This design comes from an exercise in tuning for small area, a short achievable clock period and few clock cycles on the open sky130 flow, not from production work. The RTL was checked by simulation tests, not by an equivalence proof against the original design.

## flow/design.v (module list and top-level ports; edited modules follow where they fit)
// module isb_taps: 272 lines
// module isb_benc_s: 27 lines
// module isb_benc_b: 33 lines
// module isb_mac: 880 lines
// module qpsk_isb: 346 lines
module qpsk_isb (
    input  wire        clk,
    input  wire        rst,
    input  wire        cmd_valid,
    output wire        cmd_ready,
    input  wire [7:0]  cmd_op,
    input  wire [15:0] cmd_a0,
    input  wire [15:0] cmd_a1,
    output reg         rsp_valid,
    output reg         rsp_fault,
    output reg  [2:0]  rsp_cause,
    output reg  [15:0] rsp_r0,
    output reg  [15:0] rsp_r1
);
  // ...
==> flow/run.sh <==
#!/bin/bash
# synth_recipe.tcl (not shown) runs the flow's synth.tcl, then flattens the netlist and writes it again
# the make line also repeats each setting of config.mk as NAME=value (left out here)
make -C /OpenROAD-flow-scripts/flow DESIGN_CONFIG=/design/flow/config.mk WORK_HOME=/design/flow/orfs CLKGATE_MAP_FILE= SYNTH_SCRIPT=/design/flow/synth_recipe.tcl finish
==> flow/config.mk <==
export PLATFORM = sky130hd
export DESIGN_NAME = qpsk_isb
export DESIGN_NICKNAME = qpsk_isb
export VERILOG_FILES = /design/flow/design.v
export SDC_FILE = /design/flow/constraint.sdc
export NUM_CORES = 4
export LEC_CHECK = 0
export CAP_MARGIN = 20
export CORE_MARGIN = 2
export CORE_UTILIZATION = 40
export SLEW_MARGIN = 20
export SYNTH_MEMORY_MAX_BITS = 131072
==> flow/constraint.sdc <==
create_clock -name core_clock -period 13.0 [get_ports {clk}]
set_input_delay 2.6000 -clock core_clock [delete_from_list [all_inputs] [get_ports {clk}]]
set_output_delay 2.6000 -clock core_clock [all_outputs]
set_load 0.01 [all_outputs]
==> flow_summary.json, run 1 <==
{
  "outcome": "timing/DRC/antenna clean",
  "cts_setup_buffers": 0,
  "clk_pin_slew_ns": 0.06,
  "ys.flop_type": "edfxtp_1",
  "ys_seq_area_frac": 0.385,
  "clock-sinks": 1084,
  "inverters": 641,
  "cp_slowest_cell": "o41ai_4",
  "synth_common_cells": "inv_1, edfxtp_1, fa_1",
  "holdWs_ns": 0.321,
  "coreArea_sq_um": 179000,
  "min-delay-start": "w1_q[0]",
  "synth_compound_area_frac": 0.133,
  "cts_resized": 0,
  "antenna_cells": 0,
  "die_area_sq_um": 184000,
  "avgSynthCellArea_sq_um": 11.0,
  "fillers": 16600,
  "final_cell_mix": "inv_1, edfxtp_1, fa_1, nand2_1, dfxtp_1",
  "io_buffers": 80,
  "met2_usage": 0.416,
  "synthMostInstantiatedCell": "inv_1",
  "synth_warnings": 5,
  "cts_tree": "yes",
  "cts_max_level": 3,
  "grt_pass1_wl_um": 356000,
  "cts_made_buffers": 116,
  "grt_busiest_layer": "met2",
  "wl_per_cell_um": 27.0,
  "cp-endpoint": "cu_pb[3]",
  "setup_ws_ns": 6.99,
  "placed_area_sq_um": 75300,
  "drv_slew": 0,
  "wirelength_um": 239000,
  "seq_cell_count": 1084,
  "rows": 155,
  "r2r_cells": 19,
  "met1_length_um": 95600,
  "sh_seq_area": 0.350
}
Testbench counts, summed over its fixed seeds: cycles 8,122.
==> module qpsk_isb, before the edit <==
module qpsk_isb (
    input  wire        clk,
    input  wire        rst,
    input  wire        cmd_valid,
    output wire        cmd_ready,
    input  wire [7:0]  cmd_op,
    input  wire [15:0] cmd_a0,
    input  wire [15:0] cmd_a1,
    output reg         rsp_valid,
    output reg         rsp_fault,
    output reg  [2:0]  rsp_cause,
    output reg  [15:0] rsp_r0,
    output reg  [15:0] rsp_r1
);
    localparam TMAX = 16;
    localparam RLAT = 11;                
    localparam OP_NOP    = 8'h00;
    localparam OP_INIT   = 8'h01;
    localparam OP_PUSH   = 8'h10;
    localparam OP_INTERP = 8'h15;
    localparam C_ILLEGAL_OP     = 3'd1;
    localparam C_NOT_CONFIGURED = 3'd2;
    localparam C_BAD_CONFIG     = 3'd3;
    localparam C_WINDOW_RANGE   = 3'd5;
    reg        configured;
    reg [4:0]  t_len;                    
    reg [3:0]  wp;                       
    reg [16*TMAX-1:0] dli;               
    reg [16*TMAX-1:0] dlq;               
    reg        c_valid;
    reg        c_nop, c_init, c_push, c_interp;
    reg        c_tok;                    
    reg [15:0] c_a0;
    reg [15:0] c_a1;
    reg        rdy;                      
    assign cmd_ready = rdy;
    wire issue;
    always @(posedge clk) begin
        if (rst)
            c_valid <= 1'b0;
        else if (rdy)
            c_valid <= cmd_valid;
        else if (issue)
            c_valid <= 1'b0;
        if (rdy) begin
            c_nop    <= (cmd_op == OP_NOP);
            c_init   <= (cmd_op == OP_INIT);
            c_push   <= (cmd_op == OP_PUSH);
            c_interp <= (cmd_op == OP_INTERP);
            c_tok    <= (cmd_a0[7:0] >= 8'd8) && (cmd_a0[7:0] <= TMAX);
            c_a0     <= cmd_a0;
            c_a1     <= cmd_a1;
        end
    end
    wire op_legal = c_nop || c_init || c_push || c_interp;
    wire signed [7:0] sh     = c_a0[15:8];
    wire signed [9:0] win_b  = $signed({6'd0, wp}) + sh;
    wire signed [9:0] win_bt = win_b - $signed({5'd0, t_len});
    wire signed [9:0] win_hi = $signed({4'd0, t_len, 1'b0}) - 10'sd8;
    wire win_ok = !win_b[9] && (win_b <= win_hi);
    reg [2:0] f_cause;
    always @(*) begin
        if (!op_legal)
            f_cause = C_ILLEGAL_OP;
        else if ((c_push || c_interp) && !configured)
            f_cause = C_NOT_CONFIGURED;
        else if (c_init && !c_tok)
            f_cause = C_BAD_CONFIG;
        else if (c_interp && !win_ok)
            f_cause = C_WINDOW_RANGE;
        else
            f_cause = 3'd0;
    end
    reg        cu_act;                   
    reg [1:0]  cu_r;                     
    reg [1:0]  cu_q;                     
    reg [3:0]  cu_pa, cu_pb;             
    reg [3:0]  cu_b0, cu_b4;             
    reg [6:0]  cu_jj;                    
    reg        cu_flip;                  
    reg [1:0]  cu_t;                     
    reg        nx_v;                     
    reg [1:0]  nx_q;
    reg [3:0]  nx_pa, nx_pb, nx_b0, nx_b4;
    reg [6:0]  nx_jj;
    reg        nx_flip;
    reg [1:0]  nx_t;
    wire cu_end = cu_act && (cu_r == 2'd3);   
    wire cu_free = !cu_act || cu_end;         
    wire stall = c_valid && ((c_interp && nx_v) || (c_init && (cu_act || nx_v)));
    assign issue = c_valid && !stall;
    wire do_init   = c_valid && c_init && c_tok && !cu_act && !nx_v;
    wire do_push   = c_valid && c_push && configured;
    wire do_interp = c_valid && c_interp && configured && win_ok && !nx_v;
    wire ti     = c_valid && c_interp && !nx_v;
    wire nxv_n  = nx_v ? !cu_end : (ti && cu_act && !cu_end);
    wire bz_n   = (cu_act && !cu_end) || nx_v || ti;
    wire cv_n   = rdy ? cmd_valid : (c_valid && !issue);
    wire ci_n   = rdy ? (cmd_op == OP_INTERP) : c_interp;
    wire cn_n   = rdy ? (cmd_op == OP_INIT) : c_init;
    wire rdy_next = !(cv_n && ((ci_n && nxv_n) || (cn_n && bz_n)));
    always @(posedge clk) begin
        if (rst)
            rdy <= 1'b1;
        else
            rdy <= rdy_next;
    end
    wire [3:0] b0   = win_bt[9] ? win_b[3:0] : win_bt[3:0];
    wire [4:0] b4r  = {1'b0, b0} + 5'd4;
    wire [4:0] b4t  = b4r - t_len;
    wire [3:0] b4   = b4t[4] ? b4r[3:0] : b4t[3:0];
    wire signed [8:0] nsh   = -sh;
    wire signed [8:0] nsh_t = nsh + $signed({4'd0, t_len});
    wire signed [8:0] nsh_2 = nsh + $signed({3'd0, t_len, 1'b0});
    wire [4:0] d_wp  = !nsh[8] ? nsh[4:0] : !nsh_t[8] ? nsh_t[4:0] : nsh_2[4:0];
    wire       inarc = (d_wp <= 5'd7);
    wire [4:0] wp4r  = {1'b0, wp} + 5'd4;
    wire [4:0] wp4t  = wp4r - t_len;
    wire [3:0] wp_p4 = wp4t[4] ? wp4r[3:0] : wp4t[3:0];            
    wire [4:0] wm4   = {1'b0, wp} - 5'd4;
    wire [3:0] wp_m4 = wm4[4] ? (wm4[3:0] + t_len[3:0]) : wm4[3:0];  
    wire [1:0] q0    = inarc ? d_wp[1:0] : 2'd0;
    wire [3:0] pa0   = !inarc ? b0 : d_wp[2] ? wp_m4 : wp;
    wire [3:0] pb0   = !inarc ? b4 : d_wp[2] ? wp : wp_p4;
    wire [6:0] row_j = c_a0[7:1];
    wire       flip  = row_j[6] && (row_j[5:0] != 6'd0);
    wire [6:0] jj0   = flip ? (7'd0 - row_j) : row_j;
    function [3:0] pinc;                 
        input [3:0] p;
        input [4:0] t;
        begin
            pinc = (({1'b0, p} + 5'd1) == t) ? 4'd0 : p + 4'd1;
        end
    endfunction
    wire go_new  = do_interp && cu_free;          
    wire go_wait = do_interp && !cu_free;         
    always @(posedge clk) begin
        if (rst) begin
            cu_act <= 1'b0;
            nx_v   <= 1'b0;
        end else begin
            if (cu_free)
                cu_act <= nx_v || go_new;
            if (go_wait)
                nx_v <= 1'b1;
            else if (cu_free)
                nx_v <= 1'b0;
        end
        if (cu_free) begin
            cu_r <= 2'd0;
            if (nx_v) begin
                cu_q    <= nx_q;
                cu_pa   <= nx_pa;
                cu_pb   <= nx_pb;
                cu_b0   <= nx_b0;
                cu_b4   <= nx_b4;
                cu_jj   <= nx_jj;
                cu_flip <= nx_flip;
                cu_t    <= nx_t;
            end else begin
                cu_q    <= q0;
                cu_pa   <= pa0;
                cu_pb   <= pb0;
                cu_b0   <= b0;
                cu_b4   <= b4;
                cu_jj   <= jj0;
                cu_flip <= flip;
                cu_t    <= 2'd0;
            end
        end else begin
            cu_r  <= cu_r + 2'd1;
            cu_q  <= cu_q + 2'd1;
            cu_pa <= (cu_q == 2'd3) ? cu_b0 : pinc(cu_pa, t_len);
            cu_pb <= (cu_q == 2'd3) ? cu_b4 : pinc(cu_pb, t_len);
            cu_t  <= (cu_t == 2'd2) ? 2'd2 : cu_t + 2'd1;
        end
        if (!nx_v) begin
            nx_q    <= q0;
            nx_pa   <= pa0;
            nx_pb   <= pb0;
            nx_b0   <= b0;
            nx_b4   <= b4;
            nx_jj   <= jj0;
            nx_flip <= flip;
            nx_t    <= 2'd1;
        end else begin
            nx_t    <= (nx_t == 2'd2) ? 2'd2 : nx_t + 2'd1;
        end
    end
    reg        w1_v, w2_v, w3_v;
    reg [3:0]  w1_p, w2_p, w3_p;
    reg [15:0] w1_i, w2_i, w3_i;
    reg [15:0] w1_q, w2_q, w3_q;
    always @(posedge clk) begin
        if (rst || do_init) begin
            w1_v <= 1'b0;
            w2_v <= 1'b0;
            w3_v <= 1'b0;
        end else begin
            w1_v <= do_push;
            w2_v <= w1_v;
            w3_v <= w2_v;
        end
        w1_p <= wp;   w2_p <= w1_p; w3_p <= w2_p;
        w1_i <= c_a0; w2_i <= w1_i; w3_i <= w2_i;
        w1_q <= c_a1; w2_q <= w1_q; w3_q <= w2_q;
    end
    wire [15:0] wdi = do_init ? 16'd0 : w3_i;
    wire [15:0] wdq = do_init ? 16'd0 : w3_q;
    genvar g;
    generate
        for (g = 0; g < TMAX; g = g + 1) begin : g_word
            always @(posedge clk) begin
                if (do_init || (w3_v && w3_p == g)) begin
                    dli[16*g +: 16] <= wdi;
                    dlq[16*g +: 16] <= wdq;
                end
            end
        end
    endgenerate
    always @(posedge clk) begin
        if (rst) begin
            configured <= 1'b0;
        end else if (do_init) begin
            configured <= 1'b1;
            t_len      <= c_a0[4:0];
            wp         <= 4'd0;
        end else if (do_push) begin
            wp <= ({1'b0, wp} == t_len - 5'd1) ? 4'd0 : wp + 4'd1;
        end
    end
    wire       sm_a = (cu_q[1] == 1'b0);         
    wire [3:0] p_s  = sm_a ? cu_pa : cu_pb;
    wire [3:0] p_b  = sm_a ? cu_pb : cu_pa;
    wire       by2  = (cu_t == 2'd0) && w2_v;
    wire       by3  = (cu_t != 2'd2) && w3_v;
    function [15:0] rd;
        input [16*TMAX-1:0] dl;
        input [3:0]  p;
        input        b2, b3;
        input [3:0]  p2, p3;
        input [15:0] d2, d3;
        begin
            if (b2 && p2 == p)
                rd = d2;
            else if (b3 && p3 == p)
                rd = d3;
            else
                rd = dl[16*p +: 16];
        end
    endfunction
    wire [1:0] qq = cu_flip ? ~cu_q : cu_q;
    wire [9:0]  ms;
    wire [14:0] mb;
    isb_taps u_taps (.jj(cu_jj), .qq(qq), .ms(ms), .mb(mb));
    wire ng_s = (cu_q == 2'd0) || (cu_q == 2'd3);
    wire [5:0] ds_one, ds_two, ds_neg;
    wire [7:0] db_one, db_two, db_neg;
    isb_benc_s u_bs (.m(ms), .ng(ng_s),  .one(ds_one), .two(ds_two), .neg(ds_neg));
    isb_benc_b u_bb (.m(mb), .ng(!ng_s), .one(db_one), .two(db_two), .neg(db_neg));
    reg [15:0] xi_s, xi_b, xq_s, xq_b;
    reg [5:0]  s_one, s_two, s_neg;
    reg [7:0]  b_one, b_two, b_neg;
    reg        m_v, m_first, m_last, a_done;
    reg [30:0] as_i, ac_i, as_q, ac_q;
    wire [30:0] ns_i, nc_i, ns_q, nc_q;
    always @(posedge clk) begin
        xi_s    <= rd(dli, p_s, by2, by3, w2_p, w3_p, w2_i, w3_i);
        xi_b    <= rd(dli, p_b, by2, by3, w2_p, w3_p, w2_i, w3_i);
        xq_s    <= rd(dlq, p_s, by2, by3, w2_p, w3_p, w2_q, w3_q);
        xq_b    <= rd(dlq, p_b, by2, by3, w2_p, w3_p, w2_q, w3_q);
        s_one   <= ds_one;
        s_two   <= ds_two;
        s_neg   <= ds_neg;
        b_one   <= db_one;
        b_two   <= db_two;
        b_neg   <= db_neg;
        m_first <= (cu_r == 2'd0);
        m_last  <= (cu_r == 2'd3);
        if (rst) begin
            m_v    <= 1'b0;
            a_done <= 1'b0;
        end else begin
            m_v    <= cu_act;
            a_done <= m_v && m_last;
        end
        as_i <= ns_i;
        ac_i <= nc_i;
        as_q <= ns_q;
        ac_q <= nc_q;
    end
    isb_mac u_mac_i (.xs(xi_s), .ones(s_one), .twos(s_two), .negs(s_neg),
                     .xb(xi_b), .oneb(b_one), .twob(b_two), .negb(b_neg),
                     .first(m_first), .s_in(as_i), .c_in(ac_i), .s_out(ns_i), .c_out(nc_i));
    isb_mac u_mac_q (.xs(xq_s), .ones(s_one), .twos(s_two), .negs(s_neg),
                     .xb(xq_b), .oneb(b_one), .twob(b_two), .negb(b_neg),
                     .first(m_first), .s_in(as_q), .c_in(ac_q), .s_out(ns_q), .c_out(nc_q));
    function [15:0] round_sat;
        input signed [30:0] v;
        reg   signed [16:0] r;
        begin
            r = v >>> 14;
            if (r > 17'sd32767)
                round_sat = 16'h7fff;
            else if (r < -17'sd32768)
                round_sat = 16'h8000;
            else
                round_sat = r[15:0];
        end
    endfunction
    wire [30:0] acc_i = as_i + ac_i;
    wire [30:0] acc_q = as_q + ac_q;
    reg [15:0] h_i, h_q;                 
    always @(posedge clk) begin
        if (a_done) begin
            h_i <= round_sat(acc_i);
            h_q <= round_sat(acc_q);
        end
    end
    reg       tk_v [0:RLAT-2];
    reg [2:0] tk_c [0:RLAT-2];
    reg       tk_r [0:RLAT-2];           
    integer i;
    always @(posedge clk) begin
        if (rst) begin
            for (i = 0; i < RLAT - 1; i = i + 1)
                tk_v[i] <= 1'b0;
            rsp_valid <= 1'b0;
        end else begin
            tk_v[0] <= issue;
            for (i = 1; i < RLAT - 1; i = i + 1)
                tk_v[i] <= tk_v[i-1];
            rsp_valid <= tk_v[RLAT-2];
        end
        tk_c[0] <= f_cause;
        tk_r[0] <= do_interp;
        for (i = 1; i < RLAT - 1; i = i + 1) begin
            tk_c[i] <= tk_c[i-1];
            tk_r[i] <= tk_r[i-1];
        end
        rsp_cause <= tk_c[RLAT-2];
        rsp_fault <= (tk_c[RLAT-2] != 3'd0);
        rsp_r0    <= tk_r[RLAT-2] ? h_i : 16'd0;
        rsp_r1    <= tk_r[RLAT-2] ? h_q : 16'd0;
    end
endmodule
==> run 2, diff against run 1 <==
--- a/flow/design.v
+++ b/flow/design.v
@@ -1225,7 +1225,7 @@
     output reg  [15:0] rsp_r1
 );
     localparam TMAX = 16;
-    localparam RLAT = 11;                
+    localparam RLAT = 12;                
     localparam OP_NOP    = 8'h00;
     localparam OP_INIT   = 8'h01;
     localparam OP_PUSH   = 8'h10;
@@ -1461,6 +1461,11 @@
                 rd = dl[16*p +: 16];
         end
     endfunction
+    reg [15:0] ri_s, ri_b, rq_s, rq_b;
+    reg [9:0]  r_ms;
+    reg [14:0] r_mb;
+    reg        r_ngs;
+    reg        r_v, r_first, r_last;
     wire [1:0] qq = cu_flip ? ~cu_q : cu_q;
     wire [9:0]  ms;
     wire [14:0] mb;
@@ -1468,8 +1473,8 @@
     wire ng_s = (cu_q == 2'd0) || (cu_q == 2'd3);
     wire [5:0] ds_one, ds_two, ds_neg;
     wire [7:0] db_one, db_two, db_neg;
-    isb_benc_s u_bs (.m(ms), .ng(ng_s),  .one(ds_one), .two(ds_two), .neg(ds_neg));
-    isb_benc_b u_bb (.m(mb), .ng(!ng_s), .one(db_one), .two(db_two), .neg(db_neg));
+    isb_benc_s u_bs (.m(r_ms), .ng(r_ngs),  .one(ds_one), .two(ds_two), .neg(ds_neg));
+    isb_benc_b u_bb (.m(r_mb), .ng(!r_ngs), .one(db_one), .two(db_two), .neg(db_neg));
     reg [15:0] xi_s, xi_b, xq_s, xq_b;
     reg [5:0]  s_one, s_two, s_neg;
     reg [7:0]  b_one, b_two, b_neg;
@@ -1477,23 +1482,34 @@
     reg [30:0] as_i, ac_i, as_q, ac_q;
     wire [30:0] ns_i, nc_i, ns_q, nc_q;
     always @(posedge clk) begin
-        xi_s    <= rd(dli, p_s, by2, by3, w2_p, w3_p, w2_i, w3_i);
-        xi_b    <= rd(dli, p_b, by2, by3, w2_p, w3_p, w2_i, w3_i);
-        xq_s    <= rd(dlq, p_s, by2, by3, w2_p, w3_p, w2_q, w3_q);
-        xq_b    <= rd(dlq, p_b, by2, by3, w2_p, w3_p, w2_q, w3_q);
+        ri_s    <= rd(dli, p_s, by2, by3, w2_p, w3_p, w2_i, w3_i);
+        ri_b    <= rd(dli, p_b, by2, by3, w2_p, w3_p, w2_i, w3_i);
+        rq_s    <= rd(dlq, p_s, by2, by3, w2_p, w3_p, w2_q, w3_q);
+        rq_b    <= rd(dlq, p_b, by2, by3, w2_p, w3_p, w2_q, w3_q);
+        r_ms    <= ms;
+        r_mb    <= mb;
+        r_ngs   <= ng_s;
+        r_first <= (cu_r == 2'd0);
+        r_last  <= (cu_r == 2'd3);
+        xi_s    <= ri_s;
+        xi_b    <= ri_b;
+        xq_s    <= rq_s;
+        xq_b    <= rq_b;
         s_one   <= ds_one;
         s_two   <= ds_two;
         s_neg   <= ds_neg;
         b_one   <= db_one;
         b_two   <= db_two;
         b_neg   <= db_neg;
-        m_first <= (cu_r == 2'd0);
-        m_last  <= (cu_r == 2'd3);
+        m_first <= r_first;
+        m_last  <= r_last;
         if (rst) begin
+            r_v    <= 1'b0;
             m_v    <= 1'b0;
             a_done <= 1'b0;
         end else begin
-            m_v    <= cu_act;
+            r_v    <= cu_act;
+            m_v    <= r_v;
             a_done <= m_v && m_last;
         end
         as_i <= ns_i;
==> flow_summary.json, run 2 <==
{
  "stdcell_count": 9132,
  "syn-num-nets": 7415,
  "wl_per_cell_um": 26.9,
  "grt_use_total": 0.260,
  "seq_area_sq_um": 29700,
  "max_freq_ghz": 0.170,
  "wirelength_um": 245000,
  "drv_slew": 0,
  "die_x_um": 435,
  "synth_adder_area_share": 0.166,
  "regToRegStartpoint": "wp[0]",
  "crit_top_cell": "ha_1",
  "final_nets": 7256,
  "initial_utilization": 0.401,
  "yosys.area.top_type": "edfxtp_1",
  "cp-endpoint": "cu_b4[0]",
  "setup.worst_path.start": "wp[0]",
  "r2r_slack_ns": 7.12,
  "fillers": 17000,
  "cts_resized": 0,
  "avgSynthCellArea_sq_um": 11.1,
  "async_flop_share": 0,
  "cts_made_buffers": 134,
  "synth_warnings": 5,
  "worstPathMaxFanout": 8,
  "yosys.area_share.simple": 0.0832,
  "cp_top_family": "compound AO/OA/AOI/OAI gates",
  "die_area_sq_um": 189000,
  "preCtsSetupSlack_ns": 7.18,
  "multiInputGateArea_sq_um": 40300,
  "routed_via_density": 5.88,
  "rr_endpoint": "cu_b4[0]",
  "dr.first_iter.drc_count": 6118,
  "ys_seq_area_frac": 0.400,
  "end_kind": "flip-flop",
  "synthMostInstantiatedCell": "inv_1",
  "r2r_cells": 20,
  "rsz0062_at_grt": "false",
  "synth_common_cells": "inv_1, edfxtp_1, dfxtp_1",
  "worstMarginPinSlew_ns": 1.18,
  "setup_ws_ns": 7.12,
  "synth_compound_area_frac": 0.127,
  "grt_pass1_vias": 55300,
  "antenna_found_initial": 6,
  "arrival_ns": 6.43,
  "cts_max_level": 4,
  "cts_root_buffer": "clkbuf_16",
  "crit_cells": 20,
  "worstHoldPathType": "reg2reg",
  "synth_top_family_by_area": "adder cells",
  "crit_required_ns": 13.54,
  "reg_top3": "dli: 256 flops, dlq: 256 flops, tk_c: 33 flops",
  "synthTopCellsByArea": "edfxtp_1, dfxtp_1, fa_1",
  "clock_latency_ns": 0.83,
  "drive_gt1_frac": 0.111,
  "syn_to_final_growth_pct": 10.8,
  "io_buffers": 80,
  "clk_path_buf_depth": 3,
  "synth_top_area_frac": 0.245,
  "hpwl_um": 161000,
  "coreArea_sq_um": 185000,
  "gp_congestion": 0.990,
  "grt_max_degree": 169,
  "skew_ns": 0.0677,
  "setup_violations": 0,
  "clock-sinks": 1182,
  "synthesis.area_sq_um": 74200,
  "grt_pass1_wl_um": 365000,
  "grt_remaining_overflow": 0,
  "syn_inst": 6698,
  "dr_total_vias": 53700,
  "max_stage_delay_ns": 0.70,
  "tns_ns": 0,
  "synth_seq_cells": 1182,
  "synth_xor_area_frac": 0.0698,
  "cts_setup_buffers": 0,
  "startpoint_type": "flip-flop",
  "drt-pass1-iter-count": 6,
  "antenna_cells": 0,
  "synth.distinct_cells": 92,
  "outcome": "timing/DRC/antenna clean",
  "cts_tree": "yes",
  "final_cell_mix": "inv_1, edfxtp_1, dfxtp_1, nand2_1, fa_1",
  "ys.flop_type": "edfxtp_1",
  "fin_crit_sh": 0.453,
  "die_h_um": 435,
  "drv_cap": 0,
  "numPlacedInstances": 8882,
  "cp_slowest_cell": "o41ai_1",
  "hold_violations": 0,
  "ctsHoldBuffers": 0,
  "path_buf_inv": 2,
  "synthMuxAreaShare": 0.0935,
  "synth_edf_count": 604,
  "crit_type": "reg2reg",
  "clk_pin_slew_ns": 0.06,
  "ioPinCount": 81,
  "holdWs_ns": 0.322,
  "fin_crit_ns": 5.88,
  "slew-limit-headroom": 0.211,
  "drc": 0,
  "final_common_cell": "inv_1",
  "crit_chain": "ha_1, fa_1, xnor2_1, inv_1, ha_1, o21ai_0, a21oi_1, o21a_1, o41ai_1, nor2_1, a21oi_1, ha_1, inv_1, fa_1, nand3_1, o221ai_1, a31oi_2, xor2_2, mux2i_1, mux2_2",
  "rows": 158,
  "antenna_left": 0
}
[run 2: cell count changes in the layout (fill, tap and decap cells not counted), moves of 10 or more]
| cell | change |
|---|---|
| nand2_1 | +19 |
| clkbuf_1 | +12 |
| nand3b_1 | +10 |
| a221oi_1 | +11 |
| clkbuf_16 | +22 |
| maj3_1 | +13 |
| a31oi_1 | -11 |
| a21o_1 | -10 |
| nand2b_1 | +10 |
| a21oi_1 | -19 |
| dfxtp_1 | +93 |
| buf_4 | +15 |
[run 2: area by class of cell]
type / instances / area share
Tap cell: 2480 / 0.0377
Timing Repair Buffer: 239 / 0.0250
Multi-Input combinational cell: 4338 / 0.491
Clock buffer: 188 / 0.0465
Inverter: 644 / 0.0294
Sequential cell: 1182 / 0.362
Clock inverter: 61 / 0.00895
[run 2: worst min-delay path by stage]
stage / startpoint / end / slack (ns) / cells past startpoint
after floorplan: r_first / m_first / 0.31 / 0
after global placement: tk_r[5] / tk_r[6] / 0.31 / 0
after detailed placement: tk_r[0] / tk_r[1] / 0.31 / 0
after CTS: tk_c[5][1] / tk_c[6][1] / 0.32 / 0
after global routing: w1_q[3] / w2_q[3] / 0.33 / 0
final: w1_q[3] / w2_q[3] / 0.32 / 0
[run 2: stage by stage]
step                 util  instance area, sq um
floorplan               -                 74200
global placement    0.420                 77600
detailed placement  0.420                 77600
CTS                 0.445                 82200
global route        0.445                 82200
finish              0.445                 82200
[run 2: cells by family (layout without fill, tap and decap cells)]
group,Yosys count,count (layout)
AO/OA/AOI/OAI,1405,1405
XOR/XNOR,590,590
adder cells (fa/ha/maj),690,690
buffers and inverters,1178,1132
flip-flops,1182,1182
multiplexers,368,368
AND/OR/NAND/NOR,1285,1285
[run 2: routing by layer]
metal / routed length [um] / GRT usage / part of all wire
met3: 22400 / 0.0580 / 0.091
met1: 97200 / 0.337 / 0.40
met2: 115000 / 0.419 / 0.47
met4: 10800 / 0.114 / 0.044
met5: 31 / 0 / 0.00013
Testbench counts of run 2, summed over its fixed seeds: cycles 8,130.
==> run 3, diff against run 2 <==
--- a/flow/design.v
+++ b/flow/design.v
@@ -1244,6 +1244,8 @@
     reg        c_tok;                    
     reg [15:0] c_a0;
     reg [15:0] c_a1;
+    reg [7:0]  c_sh4;                    
+    reg [8:0]  c_nsh;                    
     reg        rdy;                      
     assign cmd_ready = rdy;
     wire issue;
@@ -1262,14 +1264,21 @@
             c_tok    <= (cmd_a0[7:0] >= 8'd8) && (cmd_a0[7:0] <= TMAX);
             c_a0     <= cmd_a0;
             c_a1     <= cmd_a1;
+            c_sh4    <= cmd_a0[15:8] + 8'd4;
+            c_nsh    <= 9'd0 - {cmd_a0[15], cmd_a0[15:8]};
         end
     end
     wire op_legal = c_nop || c_init || c_push || c_interp;
-    wire signed [7:0] sh     = c_a0[15:8];
-    wire signed [9:0] win_b  = $signed({6'd0, wp}) + sh;
-    wire signed [9:0] win_bt = win_b - $signed({5'd0, t_len});
-    wire signed [9:0] win_hi = $signed({4'd0, t_len, 1'b0}) - 10'sd8;
-    wire win_ok = !win_b[9] && (win_b <= win_hi);
+    wire signed [7:0] sh   = c_a0[15:8];
+    wire signed [7:0] sh4  = c_sh4;
+    wire signed [9:0] wpv  = $signed({6'd0, wp});
+    wire signed [9:0] tv   = $signed({5'd0, t_len});
+    wire signed [9:0] s0   = wpv + sh;                   
+    wire signed [9:0] s0t  = wpv + sh - tv;              
+    wire signed [9:0] s0h  = wpv + sh - 2 * tv + 10'sd8;  
+    wire signed [9:0] s4   = wpv + sh4;                  
+    wire signed [9:0] s4t  = wpv + sh4 - tv;             
+    wire win_ok = !s0[9] && (s0h[9] || (s0h == 10'sd0));
     reg [2:0] f_cause;
     always @(*) begin
         if (!op_legal)
@@ -1317,20 +1326,19 @@
         else
             rdy <= rdy_next;
     end
-    wire [3:0] b0   = win_bt[9] ? win_b[3:0] : win_bt[3:0];
-    wire [4:0] b4r  = {1'b0, b0} + 5'd4;
-    wire [4:0] b4t  = b4r - t_len;
-    wire [3:0] b4   = b4t[4] ? b4r[3:0] : b4t[3:0];
-    wire signed [8:0] nsh   = -sh;
+    wire [3:0] b0    = s0t[9] ? s0[3:0] : s0t[3:0];                  
+    wire [3:0] b4    = s4t[9] ? s4[3:0] : s4t[3:0];                  
+    wire signed [8:0] nsh   = c_nsh;
     wire signed [8:0] nsh_t = nsh + $signed({4'd0, t_len});
     wire signed [8:0] nsh_2 = nsh + $signed({3'd0, t_len, 1'b0});
     wire [4:0] d_wp  = !nsh[8] ? nsh[4:0] : !nsh_t[8] ? nsh_t[4:0] : nsh_2[4:0];
     wire       inarc = (d_wp <= 5'd7);
     wire [4:0] wp4r  = {1'b0, wp} + 5'd4;
-    wire [4:0] wp4t  = wp4r - t_len;
+    wire [4:0] wp4t  = {1'b0, wp} + 5'd4 - t_len;
     wire [3:0] wp_p4 = wp4t[4] ? wp4r[3:0] : wp4t[3:0];            
-    wire [4:0] wm4   = {1'b0, wp} - 5'd4;
-    wire [3:0] wp_m4 = wm4[4] ? (wm4[3:0] + t_len[3:0]) : wm4[3:0];  
+    wire [3:0] wm4   = wp - 4'd4;
+    wire [3:0] wm4t  = wp - 4'd4 + t_len[3:0];
+    wire [3:0] wp_m4 = (wp < 4'd4) ? wm4t : wm4;                    
     wire [1:0] q0    = inarc ? d_wp[1:0] : 2'd0;
     wire [3:0] pa0   = !inarc ? b0 : d_wp[2] ? wp_m4 : wp;
     wire [3:0] pb0   = !inarc ? b4 : d_wp[2] ? wp : wp_p4;
@@ -1346,6 +1354,25 @@
     endfunction
     wire go_new  = do_interp && cu_free;          
     wire go_wait = do_interp && !cu_free;         
+    reg [1:0] n_q;
+    reg [3:0] n_pa, n_pb;
+    reg       n_flip;
+    always @(*) begin
+        if (cu_free) begin
+            n_q    = nx_v ? nx_q    : q0;
+            n_pa   = nx_v ? nx_pa   : pa0;
+            n_pb   = nx_v ? nx_pb   : pb0;
+            n_flip = nx_v ? nx_flip : flip;
+        end else begin
+            n_q    = cu_q + 2'd1;
+            n_pa   = (cu_q == 2'd3) ? cu_b0 : pinc(cu_pa, t_len);
+            n_pb   = (cu_q == 2'd3) ? cu_b4 : pinc(cu_pb, t_len);
+            n_flip = cu_flip;
+        end
+    end
+    reg [3:0] cu_ps, cu_pg;              
+    reg [1:0] cu_qq;                     
+    reg       cu_ngs;                    
     always @(posedge clk) begin
         if (rst) begin
             cu_act <= 1'b0;
@@ -1358,32 +1385,29 @@
             else if (cu_free)
                 nx_v <= 1'b0;
         end
+        cu_q    <= n_q;
+        cu_pa   <= n_pa;
+        cu_pb   <= n_pb;
+        cu_flip <= n_flip;
+        cu_ps   <= n_q[1] ? n_pb : n_pa;
+        cu_pg   <= n_q[1] ? n_pa : n_pb;
+        cu_qq   <= n_flip ? ~n_q : n_q;
+        cu_ngs  <= (n_q == 2'd0) || (n_q == 2'd3);
         if (cu_free) begin
             cu_r <= 2'd0;
             if (nx_v) begin
-                cu_q    <= nx_q;
-                cu_pa   <= nx_pa;
-                cu_pb   <= nx_pb;
                 cu_b0   <= nx_b0;
                 cu_b4   <= nx_b4;
                 cu_jj   <= nx_jj;
-                cu_flip <= nx_flip;
                 cu_t    <= nx_t;
             end else begin
-                cu_q    <= q0;
-                cu_pa   <= pa0;
-                cu_pb   <= pb0;
                 cu_b0   <= b0;
                 cu_b4   <= b4;
                 cu_jj   <= jj0;
-                cu_flip <= flip;
                 cu_t    <= 2'd0;
             end
         end else begin
             cu_r  <= cu_r + 2'd1;
-            cu_q  <= cu_q + 2'd1;
-            cu_pa <= (cu_q == 2'd3) ? cu_b0 : pinc(cu_pa, t_len);
-            cu_pb <= (cu_q == 2'd3) ? cu_b4 : pinc(cu_pb, t_len);
             cu_t  <= (cu_t == 2'd2) ? 2'd2 : cu_t + 2'd1;
         end
         if (!nx_v) begin
@@ -1441,9 +1465,8 @@
             wp <= ({1'b0, wp} == t_len - 5'd1) ? 4'd0 : wp + 4'd1;
         end
     end
-    wire       sm_a = (cu_q[1] == 1'b0);         
-    wire [3:0] p_s  = sm_a ? cu_pa : cu_pb;
-    wire [3:0] p_b  = sm_a ? cu_pb : cu_pa;
+    wire [3:0] p_s  = cu_ps;
+    wire [3:0] p_b  = cu_pg;
     wire       by2  = (cu_t == 2'd0) && w2_v;
     wire       by3  = (cu_t != 2'd2) && w3_v;
     function [15:0] rd;
@@ -1466,11 +1489,10 @@
     reg [14:0] r_mb;
     reg        r_ngs;
     reg        r_v, r_first, r_last;
-    wire [1:0] qq = cu_flip ? ~cu_q : cu_q;
     wire [9:0]  ms;
     wire [14:0] mb;
-    isb_taps u_taps (.jj(cu_jj), .qq(qq), .ms(ms), .mb(mb));
-    wire ng_s = (cu_q == 2'd0) || (cu_q == 2'd3);
+    isb_taps u_taps (.jj(cu_jj), .qq(cu_qq), .ms(ms), .mb(mb));
+    wire ng_s = cu_ngs;
     wire [5:0] ds_one, ds_two, ds_neg;
     wire [7:0] db_one, db_two, db_neg;
     isb_benc_s u_bs (.m(r_ms), .ng(r_ngs),  .one(ds_one), .two(ds_two), .neg(ds_neg));
@@ -1545,30 +1567,28 @@
             h_q <= round_sat(acc_q);
         end
     end
-    reg       tk_v [0:RLAT-2];
-    reg [2:0] tk_c [0:RLAT-2];
-    reg       tk_r [0:RLAT-2];           
+    localparam TK_OK     = 3'd6;
+    localparam TK_RESULT = 3'd7;
+    reg [2:0] tk [0:RLAT-2];
+    wire [2:0] tk_in = !issue ? 3'd0 : (f_cause != 3'd0) ? f_cause :
+                       c_interp ? TK_RESULT : TK_OK;
+    wire [2:0] tk_out = tk[RLAT-2];
+    wire       tk_flt = (tk_out != 3'd0) && (tk_out != TK_OK) && (tk_out != TK_RESULT);
     integer i;
     always @(posedge clk) begin
         if (rst) begin
             for (i = 0; i < RLAT - 1; i = i + 1)
-                tk_v[i] <= 1'b0;
+                tk[i] <= 3'd0;
             rsp_valid <= 1'b0;
         end else begin
-            tk_v[0] <= issue;
+            tk[0] <= tk_in;
             for (i = 1; i < RLAT - 1; i = i + 1)
-                tk_v[i] <= tk_v[i-1];
-            rsp_valid <= tk_v[RLAT-2];
+                tk[i] <= tk[i-1];
+            rsp_valid <= (tk_out != 3'd0);
         end
-        tk_c[0] <= f_cause;
-        tk_r[0] <= do_interp;
-        for (i = 1; i < RLAT - 1; i = i + 1) begin
-            tk_c[i] <= tk_c[i-1];
-            tk_r[i] <= tk_r[i-1];
-        end
-        rsp_cause <= tk_c[RLAT-2];
-        rsp_fault <= (tk_c[RLAT-2] != 3'd0);
-        rsp_r0    <= tk_r[RLAT-2] ? h_i : 16'd0;
-        rsp_r1    <= tk_r[RLAT-2] ? h_q : 16'd0;
+        rsp_fault <= tk_flt;
+        rsp_cause <= tk_flt ? tk_out : 3'd0;
+        rsp_r0    <= (tk_out == TK_RESULT) ? h_i : 16'd0;
+        rsp_r1    <= (tk_out == TK_RESULT) ? h_q : 16'd0;
     end
 endmodule
==> flow/flow/run.sh (new file) <==
#!/bin/bash
# Layout: the standard flow (standard.sh, which runs ORFS from synthesis
# to the final layout at the design's clock period and constraints), with
# ORFS's timing repair (after floorplan, clock-tree synthesis and global
# routing) asked to leave a setup margin of 8.7 ns, and to work on every
# endpoint. The make output goes to standard_flow.log; ORFS keeps each
# step's log under orfs/logs/.
set -euo pipefail
bash standard.sh SETUP_SLACK_MARGIN=8.7 TNS_END_PERCENT=100 finish > standard_flow.log 2>&1
==> flow/standard.sh (new file) <==
#!/bin/bash
# synth_recipe.tcl (not shown) runs the flow's synth.tcl, then flattens the netlist and writes it again
# the make line also repeats each setting of config.mk as NAME=value (left out here)
make -C /OpenROAD-flow-scripts/flow DESIGN_CONFIG=/design/flow/config.mk WORK_HOME=/design/flow/orfs CLKGATE_MAP_FILE= SYNTH_SCRIPT=/design/flow/synth_recipe.tcl "${@:-finish}"
removed: flow/run.sh
==> flow_summary.json, run 3 <==
{
  "syn_to_final_growth_pct": 12.7,
  "gp_congestion": 1.02,
  "end_kind": "flip-flop",
  "hold_violations": 0,
  "hpwl_um": 156000,
  "synth_top_area_frac": 0.249,
  "max_freq_ghz": 0.232,
  "cts_max_level": 4,
  "cts_made_buffers": 132,
  "reg_top3": "dli: 256 flops, dlq: 256 flops, tk: 33 flops",
  "outcome": "timing/DRC/antenna clean",
  "slew-limit-headroom": 0.309,
  "grt_use_total": 0.248,
  "crit_required_ns": 13.64,
  "arrival_ns": 4.95,
  "rsz0062_at_grt": "true",
  "die_x_um": 436,
  "drive_gt1_frac": 0.148,
  "io_buffers": 80,
  "startpoint_type": "flip-flop",
  "synth.distinct_cells": 87,
  "drv_cap": 0,
  "yosys.area.top_type": "edfxtp_1",
  "tns_ns": 0,
  "final_nets": 7125,
  "dr_total_vias": 52800,
  "synth_warnings": 3,
  "worstMarginPinSlew_ns": 1.04,
  "worstPathMaxFanout": 33,
  "synth_common_cells": "inv_1, edfxtp_1, dfxtp_1",
  "die_h_um": 436,
  "cp_slowest_cell": "a311oi_1",
  "antenna_found_initial": 10,
  "avgSynthCellArea_sq_um": 11.4,
  "syn-num-nets": 7252,
  "grt_pass1_wl_um": 356000,
  "clock_latency_ns": 0.80,
  "clk_path_buf_depth": 3,
  "drt-pass1-iter-count": 6,
  "synthMostInstantiatedCell": "inv_1",
  "final_common_cell": "inv_1",
  "ys_seq_area_frac": 0.401,
  "grt_max_degree": 154,
  "grt_pass1_vias": 53700,
  "dr.first_iter.drc_count": 6212,
  "setup.worst_path.start": "cu_jj[6]",
  "synth_seq_cells": 1185,
  "cts_tree": "yes",
  "coreArea_sq_um": 185000,
  "clk_pin_slew_ns": 0.06,
  "synthesis.area_sq_um": 74600,
  "setup_violations": 0,
  "wirelength_um": 242000,
  "ys.flop_type": "edfxtp_1",
  "async_flop_share": 0,
  "synth_edf_count": 617,
  "initial_utilization": 0.402,
  "rr_endpoint": "r_mb[0]",
  "fin_crit_sh": 0.332,
  "routed_via_density": 5.88,
  "antenna_left": 0,
  "skew_ns": 0.0598,
  "cts_root_buffer": "clkbuf_16",
  "crit_chain": "buf_4, clkinvlp_4, ha_2, buf_4, and2_0, buf_4, nand2_1, a311oi_1, a21oi_1, nor3_1, a21oi_1, a221o_1, a21oi_1",
  "rows": 158,
  "max_stage_delay_ns": 0.46,
  "final_cell_mix": "inv_1, edfxtp_1, fa_1, dfxtp_1, a22oi_1",
  "syn_inst": 6521,
  "clock-sinks": 1185,
  "crit_type": "reg2reg",
  "fin_crit_ns": 4.31,
  "drc": 0,
  "regToRegStartpoint": "cu_jj[6]",
  "cp-endpoint": "r_mb[0]",
  "ioPinCount": 81,
  "wl_per_cell_um": 26.9,
  "drv_slew": 0,
  "worstHoldPathType": "reg2reg",
  "synthTopCellsByArea": "edfxtp_1, dfxtp_1, fa_1",
  "r2r_cells": 13,
  "r2r_slack_ns": 8.69,
  "die_area_sq_um": 190000,
  "grt_remaining_overflow": 0
}
## run 3: cell types whose count changed after synthesis, moves of 21 or more
cell / delta
buf_2: -29
a211oi_1: -64
a31oi_1: -60
a21oi_1: +86
inv_1: +45
nand2_1: -227
nor2_1: +57
mux4_2: +67
o21ai_0: -64
and2_1: -62
a21o_1: +21
## run 3: layout make-up
type	count	area (sq um)
inverters	695	2620
well taps	2480	3100
clock buffers	173	3690
fillers	16800	101000
flip-flops and latches	1185	30100
repair buffers	257	2880
diodes	2	5.00
clock inverters	72	1040
multi-input cells	4123	40600
## run 3: logic make-up after synthesis
logic type,count (synthesis),synth area share
adder cells (fa/ha/maj),690,0.166
flip-flops,1185,0.401
XOR/XNOR,593,0.0697
AND/OR/NAND/NOR,1064,0.0699
AO/OA/AOI/OAI,1344,0.119
multiplexers,432,0.113
buffers and inverters,1213,0.0617
## run 3: critical path: cells and delay by family, from the launching register on
kind	cells	cell delay, ns
compound gates	5	1.42
fa+ha+maj	1	0.17
flops	1	0.37
simple gates	3	0.96
buf+inv	4	1.20
## run 3: through the flow
step                       util  std cells  instance area [sq um]  hold slack (ns)  setup WS [ns]
after floorplan               -       6521                  74600            0.310           8.68
after global placement    0.420       8691                  77700            0.311           8.02
after global routing      0.454       8986                  84000            0.315           8.61
final                     0.454       8987                  84000            0.309           8.69
after CTS                 0.447       8943                  82900            0.320           8.53
after detailed placement  0.420       8691                  77700            0.312           8.13
## run 3: how the worst min path moves through the flow
stage	slack (ns)	cells after the start	endpoint	start
3_5_place_dp	0.31	0	xi_s[7]	ri_s[7]
2_1_floorplan	0.31	0	m_first	r_first
5_1_grt	0.32	0	xi_s[2]	ri_s[2]
4_1_cts	0.32	0	xi_s[2]	ri_s[2]
3_3_place_gp	0.31	0	xq_b[0]	rq_b[0]
6_report	0.31	0	xi_s[2]	ri_s[2]
## run 3: metal layers
layer / up-vias / GRT usage / routed length [um]
met2: 2728 / 0.393 / 112000
li1: 22700 / - / -
met5: - / 0 / 53
met4: 8 / 0.0886 / 9500
met3: 573 / 0.0517 / 22400
met1: 26800 / 0.338 / 98100
## run 3: repair_timing
action | 4_1_cts | 5_1_grt
cloned | 1 | 12
hold buffers | 0 | 0
setup endpoints to repair | 77 | 79
setup buffers | 6 | 29
pin swaps | 0 | 18
gates resized for setup | 112 | 170
Testbench counts of run 3, summed over its fixed seeds: cycles 8,130.

port drivers added, routing unchanged:
No port has a modelled driver above. Below, the same layouts with a new extraction and two added sets of constraints. Step 1 assumes that a clkbuf_16 drives the clock port and a buf_2 every other input. Step 2 also shifts input and output timing later by t, the mid clock arrival at the registers, as if the neighbouring blocks saw the same clock. Three values: no drivers, after step 1, after step 2; two values: the first two.
run	shift t [ns]	slack for setup (ns)	clock arrival spread, ns
run 1	0.854	6.994 / 6.994 / 6.994	0.065 / 0.064
run 2	0.879	7.117 / 7.117 / 7.117	0.070 / 0.071
run 3	0.853	8.689 / 8.683 / 8.413	0.064 / 0.063
After both steps every run listed still meets setup and hold. For run 3, which loses most, drivers alone change the setup slack by -0.006 ns; drivers and shift together by -0.276 ns.
